This is an optimization exercise on Yosys and OpenROAD, whose aim is small area and a short achievable clock period, not a production implementation.
Function was not checked in any run shown here: the RTL went through the layout flow alone.
Power and IR drop assume default switching activity.

$ cat design/flow/flow/run.sh
#!/bin/bash
# Layout flow: the standard ORFS flow (standard.sh) with these changes:
#  * synthesis is the standard synthesis script, except that ABC maps the
#    logic with the area-oriented script flow/abc.script (registers, their
#    names and cell types are untouched);
#  * ports are buffered with buf_1 cells instead of delay buffers;
#  * CTS uses the buffers in CTS_BUF_LIST without dummy loads.
# Each tool's output goes to the ORFS logs under orfs/logs and to flow_*.log here.
set -euo pipefail
W=$(pwd)
F=$W/flow

# synthesis script: synth_recipe.tcl sourcing a copy of ORFS synth.tcl whose
# abc call uses our script
sed "s#^  log_cmd abc {\*}\$abc_args#  log_cmd abc -script $F/abc.script {*}[lrange \$abc_args 2 end]#" \
    "$FLOW_HOME/scripts/synth.tcl" > "$W/my_synth.tcl"
grep -q "abc -script $F/abc.script" "$W/my_synth.tcl"
sed "s#source \$::env(SCRIPTS_DIR)/synth.tcl#source $W/my_synth.tcl#" "$W/synth_recipe.tcl" > "$W/my_synth_recipe.tcl"
grep -q "source $W/my_synth.tcl" "$W/my_synth_recipe.tcl"

cat "$F/extra.mk" >> "$W/config.mk"

sed "s#SYNTH_SCRIPT=[^ ]*synth_recipe.tcl#SYNTH_SCRIPT=$W/my_synth_recipe.tcl#" "$W/standard.sh" > "$W/my_standard.sh"
grep -q "SYNTH_SCRIPT=$W/my_synth_recipe.tcl" "$W/my_standard.sh"

bash "$W/my_standard.sh" > "$W/flow_make.log" 2>&1
$ cat design/flow/flow/abc.script
strash
&get -n
&dch
&nf
&put
$ cat design/flow/flow/extra.mk
export BUFFER_PORTS_ARGS = -buffer_cell sky130_fd_sc_hd__buf_1
export CTS_ARGS = -sink_clustering_enable -repair_clock_nets -dont_use_dummy_load -buf_list sky130_fd_sc_hd__clkbuf_8
export SETUP_SLACK_MARGIN = 7
$ cat design/flow/standard.sh
#!/bin/bash
# synth_recipe.tcl (not shown) runs the flow's synth.tcl, then flattens the netlist and writes it again
# the make line also repeats each setting of config.mk as NAME=value (left out here)
make -C /OpenROAD-flow-scripts/flow DESIGN_CONFIG=/design/flow/config.mk WORK_HOME=/design/flow/orfs CLKGATE_MAP_FILE= SYNTH_SCRIPT=/design/flow/synth_recipe.tcl "${@:-finish}"
$ cat design/flow/config.mk
export PLATFORM = sky130hd
export DESIGN_NAME = pwm_block
export DESIGN_NICKNAME = pwm_block
export VERILOG_FILES = /design/flow/design.v
export SDC_FILE = /design/flow/constraint.sdc
export NUM_CORES = 4
export LEC_CHECK = 0
export ABC_AREA = 1
export CAP_MARGIN = 20
export CORE_MARGIN = 2
export CORE_UTILIZATION = 40
export SLEW_MARGIN = 20
export BUFFER_PORTS_ARGS = -buffer_cell sky130_fd_sc_hd__buf_1
export CTS_ARGS = -sink_clustering_enable -repair_clock_nets -dont_use_dummy_load -buf_list sky130_fd_sc_hd__clkbuf_8
export SETUP_SLACK_MARGIN = 7
$ cat design/flow/constraint.sdc
create_clock -name core_clock -period 12.0 [get_ports {clk}]
set_input_delay 2.4000 -clock core_clock [delete_from_list [all_inputs] [get_ports {clk}]]
set_output_delay 2.4000 -clock core_clock [all_outputs]
set_load 0.01 [all_outputs]
$ cat design/flow/design.v
module pwm_block (
    input  wire        clk,
    input  wire        rst,
    input  wire        fast_tick,
    input  wire        slow_tick,
    input  wire        cmd_valid,
    input  wire [31:0] cmd,
    output reg         rsp_valid,
    output reg  [2:0]  rsp_err,
    output reg  [31:0] rsp_data,
    output wire [5:0]  out
);
    reg        [31:0] fast_q;
    reg        [31:0] slow_q;
    reg               slow_pend_q;
    reg        [5:0]  out_q;
    reg               pwm_on_q;
    reg        [15:0] thr_q;
    reg        [7:0]  step_q;
    reg               dir_q;
    reg        [2:0]  sch_q;
    reg               stopreq_q;
    reg        [1:0]  mode_q;       
    reg               cancelled_q;
    reg               f_illop_q;
    reg               f_busy_q;
    reg               f_invch_q;
    reg               f_operand_q;
    assign out = out_q;
    wire [3:0] op    = cmd[31:28];
    wire [2:0] c_ch  = cmd[27:25];
    wire       c_b   = cmd[24];
    wire [7:0] c_s8  = cmd[23:16];
    wire z_imm = ~|cmd[15:0];
    wire z_s8  = ~|c_s8;
    wire z_ch  = ~|c_ch;
    wire op_rdf   = (op == 4'h1);
    wire op_rds   = (op == 4'h2);
    wire op_rstf  = (op == 4'h3);
    wire op_rsts  = (op == 4'h4);
    wire op_set   = (op == 4'h5);
    wire op_poll  = (op == 4'h6);
    wire op_load  = (op == 4'h7);
    wire op_estep = (op == 4'h8);
    wire op_glow  = (op == 4'h9);
    wire op_pulse = (op == 4'hA);
    wire op_canc  = (op == 4'hB);
    wire op_rdst  = (op == 4'hC);
    wire op_rdenv = (op == 4'hD);
    wire legal =
        ((op_rdf | op_rds | op_rstf | op_rsts | op_canc | op_rdst | op_rdenv) & z_ch & ~c_b & z_s8 & z_imm) |
        (op_set & z_s8 & z_imm) |
        ((op_poll | op_glow) & ~c_b & z_s8) |
        (op_load & z_ch) |
        ((op_estep | op_pulse) & ~c_b & z_s8 & z_imm);
    wire busy    = mode_q[0] | mode_q[1];
    wire ch_bad  = c_ch[2] & c_ch[1];
    wire imm_bad = cmd[15] | (|cmd[14:9]) | (cmd[8:0] > 9'd500);
    wire need_idle = op_rstf | op_rsts | op_set | op_poll | op_load | op_estep | op_glow | op_pulse;
    wire need_ch   = op_set | op_poll | op_estep | op_glow | op_pulse;
    wire need_imm  = op_poll | op_glow;
    wire e_busy = need_idle & busy;
    wire e_ch   = need_ch & ch_bad;
    wire e_opnd = (need_imm & imm_bad) | (op_load & z_s8);
    wire [2:0] err =
        ~legal ? 3'd1 :
        e_busy ? 3'd2 :
        e_ch   ? 3'd3 :
        e_opnd ? 3'd4 : 3'd0;
    wire ok      = cmd_valid & legal & ~e_busy & ~e_ch & ~e_opnd;
    wire a_rstf  = ok & op_rstf;
    wire a_rsts  = ok & op_rsts;
    wire a_set   = ok & op_set;
    wire a_poll  = ok & op_poll;
    wire a_load  = ok & op_load;
    wire a_estep = ok & op_estep;
    wire a_glow  = ok & op_glow;
    wire a_pulse = ok & op_pulse;
    wire a_canc  = ok & op_canc;
    wire fg      = ~cmd_valid & busy;
    wire fg_stop = fg & stopreq_q;
    wire fg_glow = fg & ~stopreq_q & mode_q[0];
    wire fg_env  = fg & ~stopreq_q & mode_q[1] & slow_pend_q;
    wire thr_neg = thr_q[15];
    wire thr_hi  = ~thr_q[15] & ((|thr_q[14:9]) | (thr_q[8:0] >= 9'd500));
    wire clamp   = thr_neg | thr_hi;
    wire [9:0] ea = {1'b0, thr_q[8:0]};
    wire [9:0] eb = {2'b0, step_q ^ {8{dir_q}}};
    reg  [9:0] pg_g, pg_p, cy;
    reg  [9:0] gg, pp;
    integer m, n;
    always @(*) begin
        pg_g = ea & eb;
        pg_p = ea ^ eb;
        gg = pg_g;
        pp = pg_p;
        gg[0] = pg_g[0] | (pg_p[0] & dir_q);
        for (m = 1; m < 10; m = m * 2)
            for (n = 9; n >= m; n = n - 1) begin
                gg[n] = gg[n] | (pp[n] & gg[n - m]);
                pp[n] = pp[n] & pp[n - m];
            end
        cy = {gg[8:0], dir_q};
    end
    wire [9:0] v = pg_p ^ cy;
    wire       xneg = dir_q & ~v[9] & ~v[8];
    wire [7:0] dp   = dir_q ? {1'b0, v[9], v[7:2]} : v[9:2];
    reg [5:0] qp;
    reg [4:0] r, rn;
    integer k;
    always @(*) begin
        qp[5] = (dp[7:5] >= 3'd5);
        case (dp[7:5])
            3'd0, 3'd5: r = 5'b00001;
            3'd1, 3'd6: r = 5'b00010;
            3'd2, 3'd7: r = 5'b00100;
            3'd3:       r = 5'b01000;
            default:    r = 5'b10000;
        endcase
        for (k = 4; k >= 0; k = k - 1) begin
            qp[k] = r[3] | r[4] | (r[2] & dp[k]);
            rn[0] = dp[k] ? r[2] : r[0];
            rn[1] = dp[k] ? r[0] : r[3];
            rn[2] = dp[k] ? r[3] : r[1];
            rn[3] = dp[k] ? r[1] : r[4];
            rn[4] = dp[k] ? r[4] : r[2];
            r = rn;
        end
    end
    reg  [4:0] qn;
    always @(*) begin
        case ({qp[3:0], r[4] & (v[1:0] != 2'b00)})
            5'd0: qn = 5'd20;
            5'd1: qn = 5'd21;
            5'd2: qn = 5'd21;
            5'd3: qn = 5'd22;
            5'd4: qn = 5'd22;
            5'd5: qn = 5'd23;
            5'd6: qn = 5'd23;
            5'd7: qn = 5'd24;
            5'd8: qn = 5'd24;
            5'd9: qn = 5'd25;
            5'd10: qn = 5'd25;
            5'd11: qn = 5'd26;
            5'd12: qn = 5'd26;
            5'd13: qn = 5'd27;
            5'd14: qn = 5'd27;
            5'd15: qn = 5'd28;
            5'd16: qn = 5'd28;
            5'd17: qn = 5'd29;
            5'd18: qn = 5'd29;
            5'd19: qn = 5'd30;
            5'd20: qn = 5'd30;
            5'd21: qn = 5'd31;
            5'd22: qn = 5'd31;
            5'd23: qn = 5'd0;
            5'd24: qn = 5'd0;
            5'd25: qn = 5'd1;
            5'd26: qn = 5'd1;
            5'd27: qn = 5'd2;
            5'd28: qn = 5'd2;
            5'd29: qn = 5'd3;
            5'd30: qn = 5'd3;
            5'd31: qn = 5'd4;
        endcase
    end
    wire [15:0] env_new = thr_hi  ? {11'd0, 2'b11, 2'b00, dir_q} :
                          thr_neg ? 16'd0 :
                          xneg    ? {{11{qn[4]}}, qn} :
                                    {10'd0, qp};
    wire [7:0]  env_step_n = clamp ? 8'd1 : step_q;
    wire        env_dir_n  = dir_q ^ clamp;
    wire       do_env  = a_estep | fg_env;
    wire       do_poll = a_poll | do_env | fg_glow;
    wire [2:0] pch     = cmd_valid ? c_ch : sch_q;
    wire fz      = ~|fast_q[31:9];
    wire lt500   = fz & (fast_q[8:0] < 9'd500);
    wire gt500   = ~fz | (fast_q[8:0] > 9'd500);
    wire lt_imm  = fz & (fast_q[8:0] < cmd[8:0]);
    wire lt_raw  = fz & (fast_q[8:0] < thr_q[8:0]);
    wire lt_thr  = thr_hi ? lt500 : (~thr_neg & lt_raw);
    wire lt      = a_poll ? lt_imm : lt_thr;
    wire set_on  = gt500 | (~pwm_on_q & lt);
    wire set_off = pwm_on_q & lt500;
    wire p_wr    = do_poll & (set_on | set_off);
    reg [31:0] fast_inc, slow_inc;
    reg [31:0] fc, sc;
    reg [7:0]  fg4, sg4;
    reg [8:0]  fC, sC;
    integer j;
    always @(*) begin
        for (j = 0; j < 8; j = j + 1) begin
            fg4[j] = &fast_q[4*j +: 4];
            sg4[j] = &slow_q[4*j +: 4];
        end
        fC[0] = 1'b1;
        for (j = 0; j < 8; j = j + 1)
            fC[j + 1] = fC[j] & fg4[j];
        for (j = 0; j < 8; j = j + 1) begin
            fc[4*j]     = fC[j];
            fc[4*j + 1] = fC[j] & fast_q[4*j];
            fc[4*j + 2] = fC[j] & fast_q[4*j] & fast_q[4*j + 1];
            fc[4*j + 3] = fC[j] & fast_q[4*j] & fast_q[4*j + 1] & fast_q[4*j + 2];
        end
        fast_inc = fast_q ^ (fc & {32{fast_tick}});
        sc[0] = 1'b1;
        sc[1] = slow_q[0];
        sc[2] = ~(slow_q[0] & slow_q[1]);
        sc[3] = slow_q[2] | (slow_q[0] & slow_q[1]);
        sC[1] = sc[3] & slow_q[3];
        for (j = 1; j < 8; j = j + 1)
            sC[j + 1] = sC[j] & sg4[j];
        for (j = 1; j < 8; j = j + 1) begin
            sc[4*j]     = sC[j];
            sc[4*j + 1] = sC[j] & slow_q[4*j];
            sc[4*j + 2] = sC[j] & slow_q[4*j] & slow_q[4*j + 1];
            sc[4*j + 3] = sC[j] & slow_q[4*j] & slow_q[4*j + 1] & slow_q[4*j + 2];
        end
        sC[0] = 1'b0;
        slow_inc = slow_q ^ (sc & {32{slow_tick}});
    end
    wire fast_clr = a_rstf | a_pulse | (do_poll & gt500);
    wire slow_clr = a_rsts | a_pulse;
    wire      o_wr  = a_set | p_wr;
    wire      o_val = a_set ? c_b : set_on;
    reg [5:0] out_n;
    integer i;
    always @(*) begin
        out_n = out_q;
        for (i = 0; i < 6; i = i + 1)
            if (o_wr && pch == i)
                out_n[i] = o_val;
    end
    wire [31:0] rd_data =
        ({32{op_rdf}}   & fast_q) |
        ({32{op_rds}}   & slow_q) |
        ({32{op_rdst}}  & {12'd0, f_operand_q, f_invch_q, f_busy_q, f_illop_q,
                           1'b0, sch_q, cancelled_q, stopreq_q, mode_q,
                           dir_q, pwm_on_q, out_q}) |
        ({32{op_rdenv}} & {8'd0, step_q, thr_q});
    always @(posedge clk) begin
        rsp_err  <= err;
        rsp_data <= legal ? rd_data : 32'd0;
    end
    always @(posedge clk) begin
        if (rst) begin
            fast_q      <= 32'd0;
            slow_q      <= 32'd0;
            slow_pend_q <= 1'b0;
            out_q       <= 6'd0;
            pwm_on_q    <= 1'b0;
            thr_q       <= 16'd20;
            step_q      <= 8'd1;
            dir_q       <= 1'b0;
            sch_q       <= 3'd0;
            stopreq_q   <= 1'b0;
            mode_q      <= 2'd0;
            cancelled_q <= 1'b0;
            f_illop_q   <= 1'b0;
            f_busy_q    <= 1'b0;
            f_invch_q   <= 1'b0;
            f_operand_q <= 1'b0;
            rsp_valid   <= 1'b0;
        end else begin
            rsp_valid <= cmd_valid;
            fast_q <= fast_clr ? {31'd0, fast_tick} : fast_inc;
            slow_q <= slow_clr ? {29'd0, slow_tick, 1'b0, slow_tick} : slow_inc;
            if (a_pulse | fg_env)
                slow_pend_q <= slow_tick;
            else if (slow_tick)
                slow_pend_q <= 1'b1;
            out_q <= out_n;
            if (p_wr)
                pwm_on_q <= set_on;
            else if (a_glow | a_pulse)
                pwm_on_q <= 1'b0;
            if (a_load | a_glow)
                thr_q <= cmd[15:0];
            else if (a_pulse)
                thr_q <= 16'd20;
            else if (do_env)
                thr_q <= env_new;
            if (a_load)
                step_q <= c_s8;
            else if (a_pulse)
                step_q <= 8'd1;
            else if (do_env)
                step_q <= env_step_n;
            if (a_load)
                dir_q <= c_b;
            else if (a_pulse)
                dir_q <= 1'b0;
            else if (do_env)
                dir_q <= env_dir_n;
            if (a_glow | a_pulse)
                sch_q <= c_ch;
            if (a_glow | a_pulse | fg_stop)
                stopreq_q <= 1'b0;
            else if (a_canc & busy)
                stopreq_q <= 1'b1;
            if (a_glow)
                mode_q <= 2'd1;
            else if (a_pulse)
                mode_q <= 2'd2;
            else if (fg_stop)
                mode_q <= 2'd0;
            if (a_glow | a_pulse)
                cancelled_q <= 1'b0;
            else if (fg_stop)
                cancelled_q <= 1'b1;
            if (cmd_valid) begin
                if (err == 3'd1) f_illop_q   <= 1'b1;
                if (err == 3'd2) f_busy_q    <= 1'b1;
                if (err == 3'd3) f_invch_q   <= 1'b1;
                if (err == 3'd4) f_operand_q <= 1'b1;
            end
        end
    end
endmodule
==> results of run 1 <==
layer usage:
metal | GRT usage | vias to the layer above | part of all wire
met5 | 0 | - | 0
met4 | 0.111 | 0 | 0.047
met3 | 0.0478 | 71 | 0.079
met2 | 0.366 | 342 | 0.43
met1 | 0.335 | 3465 | 0.45
li1 | - | 3546 | -
through the flow:
stage | utilization | cell area (um2) | hold slack [ns] | total power, mW
after floorplan | - | 7360 | 0.437 | 0.517
after global placement | 0.448 | 7990 | 0.448 | 0.540
after detailed placement | 0.448 | 7990 | 0.462 | 0.540
after CTS | 0.473 | 8440 | 0.477 | 0.822
after global routing | 0.499 | 8900 | 0.509 | 0.851
final | 0.499 | 8900 | 0.470 | 0.821
logic make-up after synthesis:
logic type	count (synthesis)
compound gates	241
flops	144
mux	17
fa+ha+maj	28
buf+inv	22
xor+xnor	29
simple gates	373
state kept, by name (all words and copies together), names as in the netlist:
| signal | count |
|---|---|
| step_q | 8 |
| cancelled_q | 1 |
| f_busy_q | 1 |
| sch_q | 3 |
| stopreq_q | 1 |
| slow_q | 32 |
| out_q | 6 |
| slow_pend_q | 1 |
| mode_q | 2 |
| f_invch_q | 1 |
| f_operand_q | 1 |
| thr_q | 16 |
| rsp_valid | 1 |
| pwm_on_q | 1 |
| fast_q | 32 |
| dir_q | 1 |
| rsp_data | 32 |
| rsp_err | 3 |
| f_illop_q | 1 |
power groups by stage:
stage	logic, mW	clock network [mW]	registers, mW
floorplan	0.0228	0	0.494
CTS	0.0467	0.290	0.485
global placement	0.0442	0	0.496
finish	0.0514	0.284	0.485
global route	0.0562	0.310	0.485
detailed placement	0.0445	0	0.496
cell type report:
class,instances,share of cell area
multi-input cells,693,0.542
flip-flops and latches,144,0.324
repair buffers,113,0.0665
well taps,229,0.0322
clock buffers,17,0.0263
inverters,22,0.00928
critical path, delay by kind of cell:
family,cells,cell delay (ns)
simple gates,6,1.44
mux,1,0.31
compound gates,4,0.72
buf+inv,3,0.41
timing repair:
| item | in CTS | in global routing |
|---|---|---|
| setup buffers | 7 | 23 |
| gates resized for setup | 31 | 74 |
| endpoints found under the setup margin | 95 | 56 |
| pin swaps | 4 | 20 |
| cloned | 3 | 2 |
worst paths after layout:
| path | startpoint | endpoint | slack (ns) | depth (start not counted) |
|---|---|---|---|---|
| worst max-delay path | cmd[29] | thr_q[7]$_SDFFE_PP0P_ | 7.05 | 14 |
| worst max register to register | dir_q$_SDFFE_PP0P_ | thr_q[7]$_SDFFE_PP0P_ | 7.27 | 18 |
| worst min-delay path | f_operand_q$_SDFFE_PP0P_ | f_operand_q$_SDFFE_PP0P_ | 0.47 | 2 |
| worst min register to register | f_operand_q$_SDFFE_PP0P_ | f_operand_q$_SDFFE_PP0P_ | 0.47 | 2 |
cells in the final DEF (no fill, tap or decap), drive strengths merged, types with 21 or more instances in the layout:
cell type,Yosys,final
clkinv,22,22
o21ai,28,28
clkbuf,0,21
nor2,120,121
a222oi,24,24
a21oi,89,89
dfxtp,144,144
nand2,61,61
ha,27,27
nor3,63,64
buf,0,109
==> summary.md, run 1 <==
From bottom edge to top edge, the die measures 138 um. The area of the core region is 17,800 um2, and the routed via count is 7,424. The post-synthesis mux area share was 0.0244; the area overhead of the layout relative to synthesis was 23.0%.

The proportion of netlist area held by the largest area contributor came out at 0.398. Along the worst path, the maximum fanout reaches 11. Traced cell by cell, the critical path runs through clkbuf_4 -> nor2_4 -> mux2_4 -> o21ai_2 -> a211oi_2 -> o21ba_4 -> nor2_4 -> buf_4 -> buf_4 -> and3b_1 -> nand2b_1 -> nand2_2 -> or4_4 -> a221oi_1.

The repair_antennas step left the layout with diodes totalling 0. The tools report the aggregate global routing overflow as 0. The part of the power in registers is 0.591, and the static leakage power is 3.27 nW.

The number of hold violations in the final report is 0. For the net total in the final layout, the log shows 1,056. The tools report the initial antenna violation count as 0. Count of flip-flops with a built-in enable after synthesis: 0. The smallest setup slack after layout is 7.05 ns, and the switching share of power is 0.241. For the initial core utilization, the log shows 0.406. The worst hold-check path type is reg2reg. By area the synthesized netlist is led by sky130_fd_sc_hd__dfxtp_1, sky130_fd_sc_hd__nor2_1, sky130_fd_sc_hd__a21oi_1.

In the final routed layout, each cell accounts on average for 19.6 um. The count of synthesis-stage warnings from yosys is 1. The part of the power in the clock network is 0.347, and the largest incremental delay on the critical path is 0.60 ns.

Before CTS, the worst setup slack after placement is 5.77 ns. The count of TritonRoute iterations in the first routing pass is 8. The run gives 0 as the max-slew violation count. Subtracting the final worst setup slack from the clock period gives 4.95 ns.

The clock network latency to the later pin of the worst-skew pair came out at 0.46 ns. The root buffer cell is sky130_fd_sc_hd__clkbuf_8. The horizontal die dimension is 138 um, and the worst endpoint data arrival time is 5.29 ns. Synthesis produced 854 cells.

The H-tree generated during clock tree synthesis spans 4 levels. The tools report the net switching power as 198 uW. The transition time at the pin with the least slew margin was 0.940 ns. The area fraction in compound gates after synthesis was 0.226. STA classifies the critical path endpoint as a register. After detailed routing, the number of remaining DRC violations is 0. Cell type of the slowest stage on the worst timing path: sky130_fd_sc_hd__or4_4. Data on the critical path is required at its endpoint by 12.34 ns. The post-synthesis share of cell area spent on xor and xnor gates was 0.0351.

In the post-synthesis netlist, the cell with the most instances is sky130_fd_sc_hd__dfxtp_1. The average instance in the mapped netlist occupies 8.47 um2. After the flow finishes, the layout carries non-filler instances totaling 1,218. TritonCTS built the clock tree.

Clock-pin slew was measured on the worst setup and hold paths at 0.06 ns. The tools report the final weighted congestion of routability-driven global placement as 0.940. The basic-gate share of the synthesized area counting and, or, nand and nor cells was 0.255; the relative contribution of combinational cells to total power was 0.063. The async set-reset flop share out of synthesis was 0. HPWL after detailed placement: 16.6 mm.

In the final layout, the multi-input gates occupy 4820 um2. The first global-routing pass estimated 36.8 mm of wire. The largest total area in the synthesized netlist belongs to sky130_fd_sc_hd__dfxtp_1. In the routed layout, each cell is associated on average with a via count of 6.10. In this run, synthesis produced a sequential element count of 144. The run gives 919 as the post-synth net total. Power density over the cells: 92.2 nW/um2. The proportion of layout cells with a drive suffix above 1 was 0.151; the number of max-capacitance violations reported was 0. The total of endpoints with negative setup slack in the final report came out at 0. The tools report the internal cell power as 623 uW. 79 I/O pins were placed.

Counting instances in the post-synthesis netlist gives the leading cell types as sky130_fd_sc_hd__dfxtp_1, sky130_fd_sc_hd__nor2_1, sky130_fd_sc_hd__a21oi_1. Summed over all layers, the routed wires come to 23.9 mm. The logs give 790 for the number of design-rule violations left by the first detailed-router iteration and 7240 um2 for the area of the mapped netlist. The clock drives 144 sinks. The tools report the largest vdd supply drop as 69.5 uV. Between clock sinks in the finished design, the worst skew comes to 0.0297 ns.

Remaining max-slew budget at the tightest pin: 0.373. The share of the clock period used by the worst path came out at 0.412. By area, the combinational part of the netlist is dominated by simple AND/OR/NAND/NOR gates. For the post-synthesis sequential area ratio, the log shows 0.398. The overall fraction of global-route tracks in use is 0.242. The run finished with no timing, DRC or antenna violations. Once detail routing completed, the nets flagged for antenna violations numbered 0. The footprint of the flip-flops and latches came out at 2890 um2.

The synthesized-area fraction occupied by adder cells was 0.0495. Pin count of the biggest net entering global routing: 54. The maximum number of buffers from clock root to sink is 2, and the cts-stage hold buffer count is 0. Setup repair after global routing could not meet its margin everywhere. Startpoint type of the worst setup path: an input port. Summed over all failing endpoints, the final setup total negative slack is 0 ns.

The run gives 55 as the count of unique library cells instantiated by Yosys. The number of clock buffers added by TritonCTS is 17. The type of the worst setup path is in2reg.

The count of standard-cell rows is 49, and the number of buffers added on ports is 78. The run gives 6,784 as the via count of the first global-routing pass. The floorplan step defined a die boundary enclosing 19,200 um2. Static timing analysis puts the maximum clock frequency at 202 MHz.

Prevailing post-synth register cell: sky130_fd_sc_hd__dfxtp_1. The cell count after placement came out at 1,166. The total of fill cells in the finished design came out at 1,747.
==> run 2: changes to the inputs <==
--- a/design/flow/config.mk
+++ b/design/flow/config.mk
@@ -11,4 +11,5 @@
 export CORE_UTILIZATION = 40
 export SLEW_MARGIN = 20
+export TNS_END_PERCENT = 0
 export BUFFER_PORTS_ARGS = -buffer_cell sky130_fd_sc_hd__buf_1
 export CTS_ARGS = -sink_clustering_enable -repair_clock_nets -dont_use_dummy_load -buf_list sky130_fd_sc_hd__clkbuf_8
==> run 2 against run 1 <==
Effect of this change:
- synthesized area did not move
- first-iteration DRC count fell by 9.5%
- sequential power barely moved
- critical path type unchanged
- largest cell class unchanged
==> summary.md, run 2 <==
The library cell occupying the most area in the post-synthesis netlist was sky130_fd_sc_hd__dfxtp_1. Setup repair after global routing could not meet its margin everywhere. The run gives 0.45 ns (about the same) as the clock network latency to the later pin of the worst-skew pair.

The initial core utilization was 0.406 (unchanged). Prevailing post-synth register cell: sky130_fd_sc_hd__dfxtp_1. The count of TritonRoute iterations in the first routing pass came out at 8 (unchanged). The commonest non-fill, non-tap cell in the layout was sky130_fd_sc_hd__dfxtp_1. The routed via count came out at 7,340 (-1.1%). The pin count of the biggest net entering global routing is 54 (unchanged), and the largest incremental delay on the critical path is 0.33 ns (-0.27 ns). For the final hold slack, the log shows 0.477 ns (+0.00717 ns). The via-per-instance ratio is 6.02 (-1.3%), and the part of the power in registers is 0.593 (+0.002). The tools report the number of design-rule violations left by the first detailed-router iteration as 715 (-9.5%). After synthesis, the most frequently instantiated cells are sky130_fd_sc_hd__dfxtp_1, sky130_fd_sc_hd__nor2_1, sky130_fd_sc_hd__a21oi_1. For the maximum number of buffers from clock root to sink, the log shows 2 (unchanged). The die outline area is 19,200 um2 (unchanged). The number of buffer and inverter instances along the worst setup path came out at 2 (-1).

The tools report the initial antenna violation count as 1 (+1). The clock input transition at the sequential cells of the worst setup and hold paths was 0.08 ns (+0.02 ns). The fmax is 202 MHz (about the same), and the transition time at the pin with the least slew margin is 0.948 ns (+0.00810 ns). For the count of standard-cell rows, the log shows 49 (unchanged). The proportion of layout cells with a drive suffix above 1 came out at 0.150 (-0.000304).

Relative to the synthesized area, the layout overhead comes to 22.3%. The final period demand of the worst path was 4.95 ns (+0.000550 ns). The run gives 0.363 (-0.0103) as the remaining max-slew budget at the tightest pin.

Cell type group with the largest total delay on the critical path: simple AND/OR/NAND/NOR gates. The net total in the final layout is 1,058 (+0.19%). The worst endpoint data arrival time came out at 5.32 ns (+0.03 ns). The slowest stage of the critical path belongs to the cell sky130_fd_sc_hd__nor4_4. The net switching power is 195 uW (-1.5%), and the number of diodes added for antenna fixing is 0 (unchanged). The run gives 1,220 (+0.16%) as the number of standard cells in the final layout excluding fillers.

The number of levels the H-tree was split into was 4 (unchanged); the static leakage power was 3.25 nW (-0.47%). STA classifies the critical path endpoint as a register. The required time reported for the critical path endpoint came out at 12.37 ns (+0.03 ns).

STA classifies the critical path startpoint as an input port. The total of fill cells in the finished design was 1,771 (+1.4%); the count of flip-flops with a built-in enable after synthesis was 0 (unchanged). Part of the power in the clock network: 0.347 (about the same). Final weighted congestion of routability-driven global placement: 0.921 (-2.1%). The proportion of netlist area held by the largest area contributor came out at 0.398 (unchanged). The run finished with no timing, DRC or antenna violations. The horizontal die dimension was 138 um (unchanged). Clock tree synthesis selected as its root buffer the cell sky130_fd_sc_hd__clkbuf_8. The CTS sink count was 144 (unchanged); the switching share of power was 0.239 (-0.00247). The biggest fanout along the worst timing path came out at 5 (-6).

The global-route wire length before repair is 36.8 mm (about the same), and the number of buffers added on ports is 78 (unchanged). The count of unique library cells instantiated by Yosys is 55 (unchanged). Dominant combinational cell family by area after synthesis: simple AND/OR/NAND/NOR gates. After synthesis, the cell types taking the most area are sky130_fd_sc_hd__dfxtp_1, sky130_fd_sc_hd__nor2_1, sky130_fd_sc_hd__a21oi_1. The setup path with the least slack is of type in2reg.

The number of nets still failing antenna checks after routing came out at 0 (unchanged). The largest vdd supply drop is 75.0 uV (+7.9%), and the post-synthesis share of cell area spent on xor and xnor gates is 0.0351 (unchanged). Number of buffers created by CTS: 17 (unchanged). Max-slew violation count: 0 (unchanged).

The overall power consumption was 817 uW (-0.45%). The top cell types in the final layout, fill and taps aside, are sky130_fd_sc_hd__dfxtp_1, sky130_fd_sc_hd__nor2_1, sky130_fd_sc_hd__a21oi_1. The run gives 0 (unchanged) as the number of hold violations in the final report. The async set-reset flop share out of synthesis is 0 (unchanged), and the total DRC errors in the routed layout is 0 (unchanged). The area of the core region came out at 17,800 um2 (unchanged).

The post-synthesis cell count came out at 854 (unchanged). The overall routed net length is 24.2 mm (+1.2%). The power density over the cells was 92.3 nW/um2 (+0.16%); the number of max-capacitance violations reported was 0 (unchanged).

The largest registers in the layout are fast_q x32, rsp_data x32, slow_q x32. TritonCTS built the clock tree. The HPWL after detailed placement came out at 16.6 mm (+0.11%). The area fraction in compound gates after synthesis was 0.226 (unchanged).

The average routed wire per standard cell works out to 19.8 um (+1.1%). The synthesized-area fraction occupied by adder cells was 0.0495 (unchanged); the aggregate global routing overflow was 0 (unchanged). The vertical die dimension is 138 um (unchanged), and the via count of the first global-routing pass is 6,751 (-0.49%).

The basic-gate share of the synthesized area counting and, or, nand and nor cells is 0.255 (unchanged). The post-synthesis sequential element count came out at 144 (unchanged). The logs give 0.060 (-0.003) for the relative contribution of combinational cells to total power and 1,167 (+0.086%) for the cell count after placement. The worst hold-check path type is reg2reg. Boundary pin count: 79 (unchanged). The logs give 1 (unchanged) for the count of synthesis-stage warnings from yosys and 0 ns (unchanged) for the final setup TNS.

For the post-synth net total, the log shows 919 (unchanged). The average size of a mapped cell is 8.47 um2 (unchanged). The logs give 8850 um2 (-0.60%) for the design area and 7940 um2 (-0.58%) for the total cell area at the placement stage. For the post-synthesis sequential area ratio, the log shows 0.398 (unchanged). The overall fraction of global-route tracks in use came out at 0.242 (-0.000403). The area of the mapped netlist is 7240 um2 (unchanged).

Post-synthesis mux area share: 0.0244 (unchanged). The clock skew after layout was 0.0263 ns (-0.00344 ns). Traced cell by cell, the critical path runs through clkbuf_4 -> nand4_1 -> buf_6 -> nor4_4 -> and4_1 -> and4_1 -> and4_4 -> and4_4 -> and3_4 -> and4_4 -> and3_4 -> and2_4 -> and3_4 -> nor2_1 -> a211oi_1.

Yosys instantiated no cell more often than sky130_fd_sc_hd__dfxtp_1. The total of endpoints with negative setup slack in the final report is 0 (unchanged), and the internal cell power is 622 uW (-0.12%). The share of the clock period used by the worst path is 0.412 (about the same).
[run 2: cell counts after synthesis]
No cell type changed its count.
[run 2: cell families (layout without fill, tap and decap cells)]
kind of cell    count (synthesis)  after routing
mux                            17             17
buf+inv                        22            154
flops                         144            144
fa+ha+maj                      28             28
compound gates                241            241
simple gates                  373            378
xor+xnor                       29             29
[run 2: worst register-to-register path, delay by kind of cell (launching register included)]
family | cells | cell delay [ns]
compound gates | 9 | 1.92
fa+ha+maj | 2 | 0.68
buf+inv | 1 | 0.18
flops | 1 | 0.41
mux | 2 | 0.35
simple gates | 4 | 1.08
[run 2: repair_timing]
item | 4_1_cts | 5_1_grt
pin swaps | 4 | 24
cloned | 3 | 2
hold buffers | 0 | 0
setup buffers | 5 | 26
gates resized for setup | 26 | 84
endpoints found under the setup margin | 101 | 90
[run 2: power by group through the flow]
stage          registers [mW]  clock network [mW]  logic [mW]
2_1_floorplan           0.494                   0      0.0221
3_3_place_gp            0.495                   0      0.0440
3_5_place_dp            0.495                   0      0.0439
4_1_cts                 0.484               0.290      0.0465
5_1_grt                 0.485               0.309      0.0538
6_report                0.485               0.283      0.0493
[run 2: layout make-up]
cell class | count | area, um2 | area share
Clock buffer | 17 | 234 | 0.0264
Tap cell | 229 | 287 | 0.0324
Timing Repair Buffer | 115 | 591 | 0.0667
Inverter | 22 | 82.6 | 0.00933
Multi-Input combinational cell | 693 | 4770 | 0.539
Sequential cell | 144 | 2890 | 0.326
[run 2: final timing paths]
path	startpoint	end	slack [ns]	depth (start not counted)
worst max-delay path	fast_tick	fast_q[31]$_SDFF_PP0_	7.05	15
worst min-delay path	f_illop_q$_SDFFE_PP0P_	f_illop_q$_SDFFE_PP0P_	0.48	2
worst max register to register	dir_q$_SDFFE_PP0P_	thr_q[7]$_SDFFE_PP0P_	7.26	18
worst min register to register	f_illop_q$_SDFFE_PP0P_	f_illop_q$_SDFFE_PP0P_	0.48	2
[run 2: stage by stage]
| step | utilization | setup WS, ns |
|---|---|---|
| 2_1_floorplan | - | 6.74 |
| 3_3_place_gp | 0.445 | 5.63 |
| 3_5_place_dp | 0.445 | 5.71 |
| 4_1_cts | 0.467 | 6.89 |
| 5_1_grt | 0.496 | 6.95 |
| 6_report | 0.496 | 7.05 |
[run 2: routing by layer]
| metal | global-route usage | part of all wire | vias to the layer above |
|---|---|---|---|
| met5 | 0 | 0 | - |
| met2 | 0.376 | 0.45 | 283 |
| li1 | - | - | 3545 |
| met3 | 0.0430 | 0.064 | 49 |
| met1 | 0.331 | 0.45 | 3463 |
| met4 | 0.104 | 0.038 | 0 |
==> run 3: changes to the inputs <==
--- a/design/flow/design.v
+++ b/design/flow/design.v
@@ -82,93 +82,13 @@
     wire fg_glow = fg & ~stopreq_q & mode_q[0];
     wire fg_env  = fg & ~stopreq_q & mode_q[1] & slow_pend_q;
-    wire thr_neg = thr_q[15];
-    wire thr_hi  = ~thr_q[15] & ((|thr_q[14:9]) | (thr_q[8:0] >= 9'd500));
-    wire clamp   = thr_neg | thr_hi;
-    wire [9:0] ea = {1'b0, thr_q[8:0]};
-    wire [9:0] eb = {2'b0, step_q ^ {8{dir_q}}};
-    reg  [9:0] pg_g, pg_p, cy;
-    reg  [9:0] gg, pp;
-    integer m, n;
-    always @(*) begin
-        pg_g = ea & eb;
-        pg_p = ea ^ eb;
-        gg = pg_g;
-        pp = pg_p;
-        gg[0] = pg_g[0] | (pg_p[0] & dir_q);
-        for (m = 1; m < 10; m = m * 2)
-            for (n = 9; n >= m; n = n - 1) begin
-                gg[n] = gg[n] | (pp[n] & gg[n - m]);
-                pp[n] = pp[n] & pp[n - m];
-            end
-        cy = {gg[8:0], dir_q};
-    end
-    wire [9:0] v = pg_p ^ cy;
-    wire       xneg = dir_q & ~v[9] & ~v[8];
-    wire [7:0] dp   = dir_q ? {1'b0, v[9], v[7:2]} : v[9:2];
-    reg [5:0] qp;
-    reg [4:0] r, rn;
-    integer k;
-    always @(*) begin
-        qp[5] = (dp[7:5] >= 3'd5);
-        case (dp[7:5])
-            3'd0, 3'd5: r = 5'b00001;
-            3'd1, 3'd6: r = 5'b00010;
-            3'd2, 3'd7: r = 5'b00100;
-            3'd3:       r = 5'b01000;
-            default:    r = 5'b10000;
-        endcase
-        for (k = 4; k >= 0; k = k - 1) begin
-            qp[k] = r[3] | r[4] | (r[2] & dp[k]);
-            rn[0] = dp[k] ? r[2] : r[0];
-            rn[1] = dp[k] ? r[0] : r[3];
-            rn[2] = dp[k] ? r[3] : r[1];
-            rn[3] = dp[k] ? r[1] : r[4];
-            rn[4] = dp[k] ? r[4] : r[2];
-            r = rn;
-        end
-    end
-    reg  [4:0] qn;
-    always @(*) begin
-        case ({qp[3:0], r[4] & (v[1:0] != 2'b00)})
-            5'd0: qn = 5'd20;
-            5'd1: qn = 5'd21;
-            5'd2: qn = 5'd21;
-            5'd3: qn = 5'd22;
-            5'd4: qn = 5'd22;
-            5'd5: qn = 5'd23;
-            5'd6: qn = 5'd23;
-            5'd7: qn = 5'd24;
-            5'd8: qn = 5'd24;
-            5'd9: qn = 5'd25;
-            5'd10: qn = 5'd25;
-            5'd11: qn = 5'd26;
-            5'd12: qn = 5'd26;
-            5'd13: qn = 5'd27;
-            5'd14: qn = 5'd27;
-            5'd15: qn = 5'd28;
-            5'd16: qn = 5'd28;
-            5'd17: qn = 5'd29;
-            5'd18: qn = 5'd29;
-            5'd19: qn = 5'd30;
-            5'd20: qn = 5'd30;
-            5'd21: qn = 5'd31;
-            5'd22: qn = 5'd31;
-            5'd23: qn = 5'd0;
-            5'd24: qn = 5'd0;
-            5'd25: qn = 5'd1;
-            5'd26: qn = 5'd1;
-            5'd27: qn = 5'd2;
-            5'd28: qn = 5'd2;
-            5'd29: qn = 5'd3;
-            5'd30: qn = 5'd3;
-            5'd31: qn = 5'd4;
-        endcase
-    end
-    wire [15:0] env_new = thr_hi  ? {11'd0, 2'b11, 2'b00, dir_q} :
-                          thr_neg ? 16'd0 :
-                          xneg    ? {{11{qn[4]}}, qn} :
-                                    {10'd0, qp};
-    wire [7:0]  env_step_n = clamp ? 8'd1 : step_q;
-    wire        env_dir_n  = dir_q ^ clamp;
+    wire        thr_neg = thr_q[15];
+    wire        thr_hi;
+    wire [15:0] env_new;
+    wire [7:0]  env_step_n;
+    wire        env_dir_n;
+    pwm_env u_env (
+        .thr_q(thr_q), .step_q(step_q), .dir_q(dir_q),
+        .thr_hi(thr_hi), .env_new(env_new), .env_step_n(env_step_n), .env_dir_n(env_dir_n)
+    );
     wire       do_env  = a_estep | fg_env;
     wire       do_poll = a_poll | do_env | fg_glow;
@@ -222,13 +142,14 @@
     wire fast_clr = a_rstf | a_pulse | (do_poll & gt500);
     wire slow_clr = a_rsts | a_pulse;
-    wire      o_wr  = a_set | p_wr;
-    wire      o_val = a_set ? c_b : set_on;
     reg [5:0] out_n;
     integer i;
     always @(*) begin
         out_n = out_q;
-        for (i = 0; i < 6; i = i + 1)
-            if (o_wr && pch == i)
-                out_n[i] = o_val;
+        for (i = 0; i < 6; i = i + 1) begin
+            if (a_set && c_ch == i)
+                out_n[i] = c_b;
+            if (p_wr && pch == i)
+                out_n[i] = set_on;
+        end
     end
     wire [31:0] rd_data =
@@ -318,2 +239,65 @@
     end
 endmodule
+module pwm_env (
+    input  wire [15:0] thr_q,
+    input  wire [7:0]  step_q,
+    input  wire        dir_q,
+    output wire        thr_hi,
+    output wire [15:0] env_new,
+    output wire [7:0]  env_step_n,
+    output wire        env_dir_n
+);
+    wire thr_neg = thr_q[15];
+    assign thr_hi = ~thr_q[15] & ((|thr_q[14:9]) | (thr_q[8:0] >= 9'd500));
+    wire clamp   = thr_neg | thr_hi;
+    wire [9:0] ea = {1'b0, thr_q[8:0]};
+    wire [9:0] eb = {2'b0, step_q ^ {8{dir_q}}};
+    reg  [9:0] pg_g, pg_p, cy;
+    reg  [9:0] gg, pp;
+    integer m, n;
+    always @(*) begin
+        pg_g = ea & eb;
+        pg_p = ea ^ eb;
+        gg = pg_g;
+        pp = pg_p;
+        gg[0] = pg_g[0] | (pg_p[0] & dir_q);
+        for (m = 1; m < 10; m = m * 2)
+            for (n = 9; n >= m; n = n - 1) begin
+                gg[n] = gg[n] | (pp[n] & gg[n - m]);
+                pp[n] = pp[n] & pp[n - m];
+            end
+        cy = {gg[8:0], dir_q};
+    end
+    wire [9:0] v = pg_p ^ cy;
+    wire       xneg = dir_q & ~v[9] & ~v[8];
+    wire [7:0] dp   = dir_q ? {1'b0, v[9], v[7:2]} : v[9:2];
+    reg [5:0] qp;
+    reg [4:0] r, rn;
+    integer k;
+    always @(*) begin
+        qp[5] = (dp[7:5] >= 3'd5);
+        case (dp[7:5])
+            3'd0, 3'd5: r = 5'b00001;
+            3'd1, 3'd6: r = 5'b00010;
+            3'd2, 3'd7: r = 5'b00100;
+            3'd3:       r = 5'b01000;
+            default:    r = 5'b10000;
+        endcase
+        for (k = 4; k >= 0; k = k - 1) begin
+            qp[k] = r[3] | r[4] | (r[2] & dp[k]);
+            rn[0] = dp[k] ? r[2] : r[0];
+            rn[1] = dp[k] ? r[0] : r[3];
+            rn[2] = dp[k] ? r[3] : r[1];
+            rn[3] = dp[k] ? r[1] : r[4];
+            rn[4] = dp[k] ? r[4] : r[2];
+            r = rn;
+        end
+    end
+    wire [4:0] qn = {1'b0, qp[3:0]} + 5'd20 + {4'd0, r[4] & (v[1:0] != 2'b00)};
+    assign env_new = thr_hi  ? {11'd0, 2'b11, 2'b00, dir_q} :
+                          thr_neg ? 16'd0 :
+                          xneg    ? {{11{qn[4]}}, qn} :
+                                    {10'd0, qp};
+    assign env_step_n = clamp ? 8'd1 : step_q;
+    assign env_dir_n = dir_q ^ clamp;
+endmodule
--- a/design/flow/config.mk
+++ b/design/flow/config.mk
@@ -11,5 +11,5 @@
 export CORE_UTILIZATION = 40
 export SLEW_MARGIN = 20
-export TNS_END_PERCENT = 0
+export SYNTH_HIERARCHICAL = 1
 export BUFFER_PORTS_ARGS = -buffer_cell sky130_fd_sc_hd__buf_1
 export CTS_ARGS = -sink_clustering_enable -repair_clock_nets -dont_use_dummy_load -buf_list sky130_fd_sc_hd__clkbuf_8
==> run 3 against run 2 <==
Effect of this change:
- sequential power about the same
- critical endpoint is now thr_q[11]$_SDFFE_PP0P_
- still clean on timing, DRC and antenna
- non-clock buffer count did not move
- global-route usage grew 0.071 points
- largest cell class unchanged
- core utilization increased by 0.41 points
- final cell count is 8.5% higher
- flip-flop and latch count did not move
==> summary.md, run 3 <==
The count of standard-cell rows is 50 (+2.0%). The met2 usage is 0.367 (-0.00882). Relative to the synthesized area, the layout overhead comes to 21.6%. For the required time reported for the critical path endpoint, the log shows 12.29 ns (-0.08 ns). The tools report the internal cell power as 625 uW (+0.46%).

The logs give 0 (unchanged) for the aggregate global routing overflow and 20,500 um2 (+7.1%) for the die outline area. The initial antenna violation count is 0 (-1). The cell count after placement was 1,273 (+9.1%). The net total in the final layout came out at 1,131 (+6.9%). The vertical die dimension was 143 um (+3.5%). The net switching power was 203 uW (+4.0%). Among all flip-flop cells after synthesis, the most frequent one is sky130_fd_sc_hd__dfxtp_1. Post-synthesis cell count: 938 (+9.8%). The power density over the cells was 87.6 nW/um2 (-5.1%).

The number of hold violations in the final report came out at 0 (unchanged). The worst setup path is captured at a register. The total of endpoints with negative setup slack in the final report came out at 0 (unchanged).

The run gives 1,003 (+9.1%) as the post-synth net total. Overall power consumption: 828 uW (+1.3%). The number of buffers added on ports is 78 (unchanged), and the CTS sink count is 144 (unchanged). The average size of a mapped cell is 8.28 um2 (-2.3%), and the total DRC errors in the routed layout is 0 (unchanged). The initial core utilization was 0.411 (+0.00556); the overall routed net length was 25.7 mm (+6.3%). The critical path endpoint was thr_q[11]$_SDFFE_PP0P_. The biggest fanout along the worst timing path is 33 (+28). By area the synthesized netlist is led by sky130_fd_sc_hd__dfxtp_1, sky130_fd_sc_hd__nor2_1, sky130_fd_sc_hd__a21oi_1.

For the overall fraction of global-route tracks in use, the log shows 0.242 (+0.000712). The worst register-to-register path ends at thr_q[6]$_SDFFE_PP0P_. The tools report the final weighted congestion of routability-driven global placement as 0.911 (-1.1%).

The clock input transition at the sequential cells of the worst setup and hold paths was 0.07 ns (about the same). For the global-route wire length before repair, the log shows 38.4 mm (+4.3%). Clock tree synthesis selected as its root buffer the cell sky130_fd_sc_hd__clkbuf_8. The area of the mapped netlist is 7770 um2 (+7.3%), and the async set-reset flop share out of synthesis is 0 (unchanged). The post-synthesis sequential element count was 144 (unchanged). The number of diodes added for antenna fixing is 0 (unchanged), and the transition time at the pin with the least slew margin is 0.816 ns (-0.132 ns). The logs give 0.45 ns (about the same) for the clock network latency to the later pin of the worst-skew pair and 70.8 uV (-5.6%) for the largest vdd supply drop. The tools report the count of unique library cells instantiated by Yosys as 57 (+3.6%).

The boundary pin count came out at 79 (unchanged). The library cell occupying the most area in the post-synthesis netlist is sky130_fd_sc_hd__dfxtp_1. The library cells used most frequently in the layout, excluding fill and tap cells, are sky130_fd_sc_hd__dfxtp_1, sky130_fd_sc_hd__nor2_1, sky130_fd_sc_hd__buf_1. Worst endpoint data arrival time: 5.22 ns (-0.10 ns). The run gives 2 (unchanged) as the maximum number of buffers from clock root to sink. The logs give 0 (unchanged) for the cts-stage hold buffer count and 8480 um2 (+6.8%) for the total cell area at the placement stage. The logs give 9450 um2 (+6.8%) for the design area and 8,019 (+9.3%) for the routed via count. TritonCTS built the clock tree. The depth of the worst register-to-register path is 23 (+5). The type of the worst setup path is in2reg. The remaining max-slew budget at the tightest pin is 0.451 (+0.0879). The horizontal die dimension is 143 um (+3.5%). The static leakage power came out at 3.25 nW (-0.13%). For the count of synthesis-stage warnings from yosys, the log shows 8 (+7).

The flow ran to the end and the layout has no timing, DRC or antenna violations. The tools report the area of the core region as 18,900 um2 (+5.9%). The switching share of power is 0.245 (+0.00640). Tracing the worst setup path back leads to its startpoint at cmd[29]. The number of design-rule violations left by the first detailed-router iteration was 938 (+31%).

The clock skew after layout was 0.0324 ns (+0.00613 ns). The logs give 0 (unchanged) for the number of max-capacitance violations reported and 7.15 ns (-0.11 ns) for the reg-to-reg setup timing slack. The number of buffers created by CTS was 17 (unchanged); the share of the clock period used by the worst path was 0.410 (-0.00225). Proportion of netlist area held by the largest area contributor: 0.371 (-0.0273).

Ranked by instance count, the synthesized netlist is headed by sky130_fd_sc_hd__dfxtp_1, sky130_fd_sc_hd__nor2_1, sky130_fd_sc_hd__a21oi_1. The number of levels the H-tree was split into came out at 4 (unchanged). In the final layout, the registers with the most flip-flops are fast_q x32, rsp_data x32, slow_q x32. The min-delay analysis places its worst path in the category reg2reg.

The met3 track demand over resource in global routing came out at 0.0497 (+0.00670). The commonest non-fill, non-tap cell in the layout was sky130_fd_sc_hd__dfxtp_1. The count of flip-flops with a built-in enable after synthesis is 0 (unchanged), and the HPWL after detailed placement is 17.7 mm (+6.5%). For the number of standard cells in the final layout excluding fillers, the log shows 1,324 (+8.5%). Setup repair after global routing could not meet its margin everywhere. The part of the power in registers came out at 0.587 (-0.006). The relative contribution of combinational cells to total power was 0.068 (+0.008); the max-slew violation count was 0 (unchanged). After global routing, the most crowded layer is met2. Final setup TNS: 0 ns (unchanged). The post-synthesis sequential area ratio came out at 0.371 (-0.0273). Yosys instantiated no cell more often than sky130_fd_sc_hd__dfxtp_1. The via-per-instance ratio is 6.06 (+0.67%), and the number of nets still failing antenna checks after routing is 0 (unchanged). The part of the power in the clock network was 0.346 (about the same); the final hold slack was 0.472 ns (-0.00511 ns).

The global-route met1 utilization is 0.344 (+0.0131), and the count of TritonRoute iterations in the first routing pass is 6 (-2). The pin count of the biggest net entering global routing is 50 (-7.4%), and the proportion of layout cells with a drive suffix above 1 is 0.137 (-0.0131). The via count of the first global-routing pass was 6,807 (+0.83%); the fmax was 203 MHz (+0.55%).

The average routed wire per standard cell was 19.4 um (-2.0%). The origin of the critical flop-to-flop path is dir_q$_SDFFE_PP0P_. The final period demand of the worst path works out to 4.92 ns (-0.0270 ns). STA classifies the critical path startpoint as an input port.
==> run 3: critical path, stage by stage <==
cell	delay (ns)
sky130_fd_sc_hd__buf_4	0.16
sky130_fd_sc_hd__nor4b_4	0.34
sky130_fd_sc_hd__buf_12	0.24
sky130_fd_sc_hd__or4_1	0.15
sky130_fd_sc_hd__o21ai_1	0.08
sky130_fd_sc_hd__a221oi_2	0.34
sky130_fd_sc_hd__o21bai_4	0.15
sky130_fd_sc_hd__a211o_4	0.38
sky130_fd_sc_hd__o31ai_4	0.21
sky130_fd_sc_hd__buf_4	0.19
sky130_fd_sc_hd__and3b_2	0.31
sky130_fd_sc_hd__a211oi_1	0.20
sky130_fd_sc_hd__nor3_1	0.07
==> run 3: stage by stage <==
stage	utilization	worst slack, ns
4_1_cts	0.475	6.98
6_report	0.500	7.08
3_3_place_gp	0.449	5.84
3_5_place_dp	0.449	5.84
5_1_grt	0.500	6.94
2_1_floorplan	-	6.48
==> run 3: metal layers <==
layer  up-vias  wire length (um)
met5         -                 0
met4         0               650
met3        38              2130
met2       369             11500
met1      3793             11400
li1       3819                 -
==> run 3: cells by family (layout without fill, tap and decap cells) <==
family / count (synthesis) / after routing / share of synthesized area
XOR/XNOR: 39 / 39 / 0.0440
AND/OR/NAND/NOR: 429 / 431 / 0.282
buffers and inverters: 40 / 163 / 0.0237
adder cells (fa/ha/maj): 28 / 28 / 0.0461
AO/OA/AOI/OAI: 242 / 243 / 0.212
flip-flops: 144 / 144 / 0.371
multiplexers: 16 / 16 / 0.0211
==> run 3: repair_timing <==
item	in CTS	in global routing
pin swaps	6	18
setup endpoints to repair	110	91
gates cloned	1	2
buffers inserted	14	17
gates resized for setup	34	83
==> run 3: layout make-up <==
type                            instances  area, um2
Clock buffer                           17        234
Inverter                               31        116
Fill cell                            1900       9450
Multi-Input combinational cell        757       5250
Tap cell                              260        325
Sequential cell                       144       2890
Timing Repair Buffer                  115        632
==> run 3: per-module statistics from Yosys (local to each module, per instance) <==
| module | times used | flops+latches | cells inside |
|---|---|---|---|
| pwm_env | 1 | 0 | 163 |
| pwm_block | 1 | 144 | 775 |
==> run 3: worst min path at each step <==
| stage | from | end | slack [ns] | depth (start not counted) |
|---|---|---|---|---|
| 3_3_place_gp | f_illop_q$_SDFFE_PP0P_ | f_illop_q$_SDFFE_PP0P_ | 0.46 | 2 |
| 6_report | slow_q[1]$_SDFF_PP0_ | rsp_data[1]$_SDFF_PP0_ | 0.47 | 2 |
| 2_1_floorplan | f_busy_q$_SDFFE_PP0P_ | f_busy_q$_SDFFE_PP0P_ | 0.44 | 2 |
| 5_1_grt | slow_q[0]$_SDFF_PP0_ | rsp_data[0]$_SDFF_PP0_ | 0.51 | 2 |
| 4_1_cts | slow_q[1]$_SDFF_PP0_ | rsp_data[1]$_SDFF_PP0_ | 0.48 | 2 |
| 3_5_place_dp | f_illop_q$_SDFFE_PP0P_ | f_illop_q$_SDFFE_PP0P_ | 0.46 | 2 |
==> run 3: power by group through the flow <==
| stage | clock, mW | sequential, mW | combinational (mW) |
|---|---|---|---|
| floorplan | 0 | 0.495 | 0.0266 |
| global placement | 0 | 0.497 | 0.0504 |
| detailed placement | 0 | 0.497 | 0.0503 |
| CTS | 0.292 | 0.485 | 0.0529 |
| global route | 0.311 | 0.486 | 0.0619 |
| finish | 0.286 | 0.486 | 0.0562 |
==> run 4: changes to the inputs <==
==> design/flow/flow/extra.mk (replaced) <==
export BUFFER_PORTS_ARGS = -buffer_cell sky130_fd_sc_hd__buf_1
export CTS_ARGS = -sink_clustering_enable -repair_clock_nets -dont_use_dummy_load -buf_list sky130_fd_sc_hd__clkbuf_8
export SETUP_SLACK_MARGIN = 7.5
--- a/design/flow/config.mk
+++ b/design/flow/config.mk
@@ -14,3 +14,3 @@
 export BUFFER_PORTS_ARGS = -buffer_cell sky130_fd_sc_hd__buf_1
 export CTS_ARGS = -sink_clustering_enable -repair_clock_nets -dont_use_dummy_load -buf_list sky130_fd_sc_hd__clkbuf_8
-export SETUP_SLACK_MARGIN = 7
+export SETUP_SLACK_MARGIN = 7.5
==> run 4 against run 3 <==
Effect of this change:
- still clean on timing, DRC and antenna
- routed wire length is 11% higher
- die area unchanged
- sequential share of layout area down 4.4 points
- hold slack improved by 0.0056 ns
- via count up 8.0%
- power rose by 3.6%
- worst setup slack got worse by 0.10 ns
- maximum frequency down 2.0%
- global-route usage increased by 3.4 points
- register-to-register slack improved by 0.02 ns
- flip-flop and latch count stayed put
- count of clock-buffer cells in the layout did not move
- largest cell class unchanged
- largest power group unchanged
- highest routed layer unchanged
==> summary.md, run 4 <==
The number of diodes added for antenna fixing is 0 (unchanged), and the post-synthesis mux area share is 0.0211 (unchanged). Largest incremental delay on the critical path: 0.41 ns (+0.03 ns). In the synthesized netlist the dominant register cell turns out to be sky130_fd_sc_hd__dfxtp_1. The average routed wire per standard cell came out at 20.3 um (+4.7%). The tools report the routed via count as 8,663 (+8.0%). The number of buffers created by CTS came out at 17 (unchanged).

The count of standard-cell rows is 50 (unchanged). The path class of the tightest hold or removal check is reg2reg. Startpoint type of the worst setup path: an input port. Design area: 11,100 um2 (+17%). The final period demand of the worst path is 5.02 ns (+0.102 ns), and the amount of wire on met3 after detailed routing is 2.46 mm (+16%). The proportion of netlist area held by the largest area contributor works out to 0.371 (unchanged). Yosys instantiated no cell more often than sky130_fd_sc_hd__dfxtp_1. The transition time at the pin with the least slew margin was 0.899 ns (+0.0831 ns). The count of unique library cells instantiated by Yosys is 57 (unchanged). In the layout the commonest cells are sky130_fd_sc_hd__dfxtp_1, sky130_fd_sc_hd__nor2_1, sky130_fd_sc_hd__buf_1. The number of nets still failing antenna checks after routing was 0 (unchanged); the proportion of layout cells with a drive suffix above 1 was 0.274 (+0.137). The share of the clock period used by the worst path is 0.419 (+0.00853). The tools report the number of levels the H-tree was split into as 4 (unchanged). Routed length on met2: 12.8 mm (+11%). The biggest fanout along the worst timing path works out to 6 (-82%). After synthesis, the cell types taking the most area are sky130_fd_sc_hd__dfxtp_1, sky130_fd_sc_hd__nor2_1, sky130_fd_sc_hd__a21oi_1. The run gives 7 (+1) as the count of TritonRoute iterations in the first routing pass. Met1 wire length: 12.2 mm (+6.8%).

The post-synth net total came out at 1,003 (unchanged). The clock skew after layout was 0.0377 ns (+0.00527 ns). The post-synthesis cell count is 938 (unchanged), and the die outline area is 20,500 um2 (unchanged). The area fraction in compound gates after synthesis works out to 0.212 (unchanged).

The average size of a mapped cell came out at 8.28 um2 (unchanged). Cell type of the slowest stage on the worst timing path: sky130_fd_sc_hd__or3_4. The pin count of the biggest net entering global routing was 50 (unchanged). On the critical path the largest part of the delay comes from simple AND/OR/NAND/NOR gates. The initial antenna violation count was 1 (+1); the post-synthesis share of cell area spent on xor and xnor gates was 0.0440 (unchanged). The via count of the first global-routing pass is 7,858 (+15%). The worst endpoint data arrival time was 5.35 ns (+0.13 ns); the number of buffers added on ports was 78 (unchanged).

The tools report the post-synthesis sequential area ratio as 0.371 (unchanged). Routed signal wires occupy layers up through met4. The tools report the final weighted congestion of routability-driven global placement as 0.894 (-1.8%). The static leakage power was 3.88 nW (+19%); the synthesized-area fraction occupied by adder cells was 0.0461 (unchanged).

The clock network latency to the later pin of the worst-skew pair came out at 0.46 ns (about the same). The tools report the remaining max-slew budget at the tightest pin as 0.395 (-0.0559). The maximum number of buffers from clock root to sink came out at 2 (unchanged). The tools report the area of the mapped netlist as 7770 um2 (unchanged). The HPWL after detailed placement is 17.6 mm (-0.51%). The power density over the cells came out at 77.6 nW/um2 (-11%). The tools report the root buffer cell as sky130_fd_sc_hd__clkbuf_8. The logs give 28.6 mm (+11%) for the overall routed net length and 199 MHz (-2.0%) for the fmax. The logs give 43.6 mm (+14%) for the global-route wire length before repair and 8490 um2 (+0.10%) for the total cell area at the placement stage. For the number of hold violations in the final report, the log shows 0 (unchanged). Area of the core region: 18,900 um2 (unchanged).

The via-per-instance ratio was 6.15 (+1.6%). The critical path goes through buf_6 -> or3_4 -> nor4_4 -> nand4_1 -> a221oi_2 -> o21bai_4 -> buf_6 -> buf_6 -> a211oi_4 -> buf_6 -> buf_12 -> o21ai_4 -> buf_8 -> nand3b_1 -> buf_6 -> nor2_4 -> nor3_1. Boundary pin count: 79 (unchanged).

The CTS sink count is 144 (unchanged). The most frequent cell on the critical path is sky130_fd_sc_hd__buf_6. The tools report the number of design-rule violations left by the first detailed-router iteration as 1,100 (+17%). The type of the worst setup path is in2reg. The largest vdd supply drop was 90.4 uV (+28%). The run gives 0 ns (unchanged) as the final setup TNS.

Setup repair after global routing could not meet its margin everywhere. The horizontal die dimension was 143 um (unchanged). The vertical die dimension was 143 um (unchanged); the post-synthesis sequential element count was 144 (unchanged). Required time reported for the critical path endpoint: 12.33 ns (+0.04 ns).

TritonCTS built the clock tree. The number of buffer and inverter instances along the worst setup path is 7 (+4), and the net total in the final layout is 1,215 (+7.4%). The largest registers in the layout are fast_q x32, rsp_data x32, slow_q x32.

The run gives 0 (unchanged) as the number of max-capacitance violations reported. sky130_fd_sc_hd__dfxtp_1 takes more of the synthesized area than any other cell. The async set-reset flop share out of synthesis came out at 0 (unchanged). The basic-gate share of the synthesized area counting and, or, nand and nor cells is 0.282 (unchanged), and the area overhead of the layout relative to synthesis is 42.3%.

The endpoint type of the worst setup path was a register. The flow ran to the end and the layout has no timing, DRC or antenna violations. The dominant combinational cell family by area after synthesis is simple AND/OR/NAND/NOR gates.

For the initial core utilization, the log shows 0.411 (unchanged). The run gives 8 (unchanged) as the count of synthesis-stage warnings from yosys. The run gives 0.276 (+0.0338) as the overall fraction of global-route tracks in use. Sorting the synthesized cells by how often they occur yields sky130_fd_sc_hd__dfxtp_1, sky130_fd_sc_hd__nor2_1, sky130_fd_sc_hd__a21oi_1. The run gives 0 (unchanged) as the cts-stage hold buffer count. The total DRC errors in the routed layout was 0 (unchanged); the max-slew violation count was 0 (unchanged). The total of endpoints with negative setup slack in the final report was 0 (unchanged). The library cell used most frequently in the layout, excluding fill and tap cells, is sky130_fd_sc_hd__dfxtp_1.

The aggregate global routing overflow was 0 (unchanged); the count of flip-flops with a built-in enable after synthesis was 0 (unchanged). Clock input transition at the sequential cells of the worst setup and hold paths: 0.06 ns (about the same).
[run 4: kinds of logic (layout without fill, tap and decap cells)]
logic type / Yosys count / count (layout)
and+or+nand+nor: 429 / 436
AOI/OAI and AO/OA: 242 / 243
DFF: 144 / 144
buffers and inverters: 40 / 242
xor gates and xnor gates: 39 / 39
adders and majority gates: 28 / 28
muxes: 16 / 16
[run 4: metal layers]
| layer | vias to the layer above | GRT usage |
|---|---|---|
| met1 | 4175 | 0.379 |
| met4 | 0 | 0.125 |
| met2 | 409 | 0.417 |
| met3 | 81 | 0.0576 |
| li1 | 3998 | - |
| met5 | - | 0 |
[run 4: final timing paths]
check	start	to	slack (ns)	cells after the start
setup reg to reg	dir_q$_SDFFE_PP0P_	thr_q[15]$_SDFFE_PP0P_	7.17	23
hold reg to reg	f_operand_q$_SDFFE_PP0P_	f_operand_q$_SDFFE_PP0P_	0.48	2
setup / recovery	cmd[11]	thr_q[0]$_SDFFE_PP0P_	6.98	17
hold / removal	f_operand_q$_SDFFE_PP0P_	f_operand_q$_SDFFE_PP0P_	0.48	2
[run 4: area by class of cell]
cell class / count / area (um2)
fillers: 1699 / 7840
multi-input cells: 762 / 5820
flip-flops and latches: 144 / 2890
repair buffers: 194 / 1660
well taps: 260 / 325
clock buffers: 17 / 234
inverters: 31 / 116
[run 4: where the power goes]
| group | internal, mW | total, mW | switching (mW) |
|---|---|---|---|
| sequential | 0.481 | 0.486 | 0.00474 |
| clock | 0.125 | 0.289 | 0.165 |
| combinational | 0.0358 | 0.0823 | 0.0465 |
[run 4: modules after synthesis, one instance, submodules excluded]
module	flops+latches	copies in the design
pwm_env	0	1
pwm_block	144	1
[run 4: through the flow]
| step | hold slack (ns) | std cells | util | power (mW) | worst slack [ns] |
|---|---|---|---|---|---|
| after floorplan | 0.437 | 938 | - | 0.522 | 6.48 |
| after global placement | 0.451 | 1273 | 0.449 | 0.547 | 5.87 |
| after detailed placement | 0.462 | 1273 | 0.449 | 0.547 | 5.82 |
| after CTS | 0.480 | 1390 | 0.559 | 0.853 | 7.16 |
| after global routing | 0.508 | 1408 | 0.585 | 0.889 | 6.87 |
| final | 0.478 | 1408 | 0.585 | 0.857 | 6.98 |
[run 4: repair_timing]
action | 4_1_cts | 5_1_grt
endpoints found under the setup margin | 143 | 107
resized for setup | 210 | 76
buffers inserted | 85 | 18
gates cloned | 15 | 0
pin swaps | 79 | 46
[run 4: tightest hold or removal path: cells and delay by family (launching register included)]
kind | cells | cell delay (ns)
AO/OA/AOI/OAI | 1 | 0.04
flip-flops | 1 | 0.33
AND/OR/NAND/NOR | 1 | 0.07

-- afterwards: timing with drivers on the ports --
No port has a modelled driver above. Below, the same layouts with a new extraction and two added sets of constraints. Step 1 (the two cells are an assumption about what drives the block):
set clk [get_ports {clk}]
set_driving_cell -lib_cell sky130_fd_sc_hd__clkbuf_16 $clk
set_driving_cell -lib_cell sky130_fd_sc_hd__buf_2 [delete_from_list [all_inputs] $clk]
Step 2 adds t to the input delays and takes it off the output delays; t is the mean of the earliest and latest rising clock arrival at the registers after step 1. Input paths then give back, and output paths get back, about the clock's delay inside the block. Three values: ideal, step 1, step 2; two values: the first two.
run | shift t [ns] | setup slack, ns | hold slack, ns | clock arrival spread, ns | worst register clock-pin slew, ns
run 1 | 0.483 | 7.052 / 7.061 / 6.578 | 0.470 / 0.470 / 0.470 | 0.030 / 0.030 | 0.08 / 0.08
run 2 | 0.473 | 7.052 / 7.065 / 6.592 | 0.477 / 0.477 / 0.477 | 0.027 / 0.026 | 0.08 / 0.08
run 3 | 0.473 | 7.079 / 7.091 / 6.618 | 0.472 / 0.472 / 0.472 | 0.033 / 0.032 | 0.08 / 0.08
run 4 | 0.483 | 6.976 / 6.976 / 6.494 | 0.478 / 0.478 / 0.478 | 0.041 / 0.041 | 0.09 / 0.09
After both steps setup and hold are still met in every run listed. The setup slack of run 4, which loses most, moves by 0.000 ns with the drivers and by -0.482 ns with both steps.
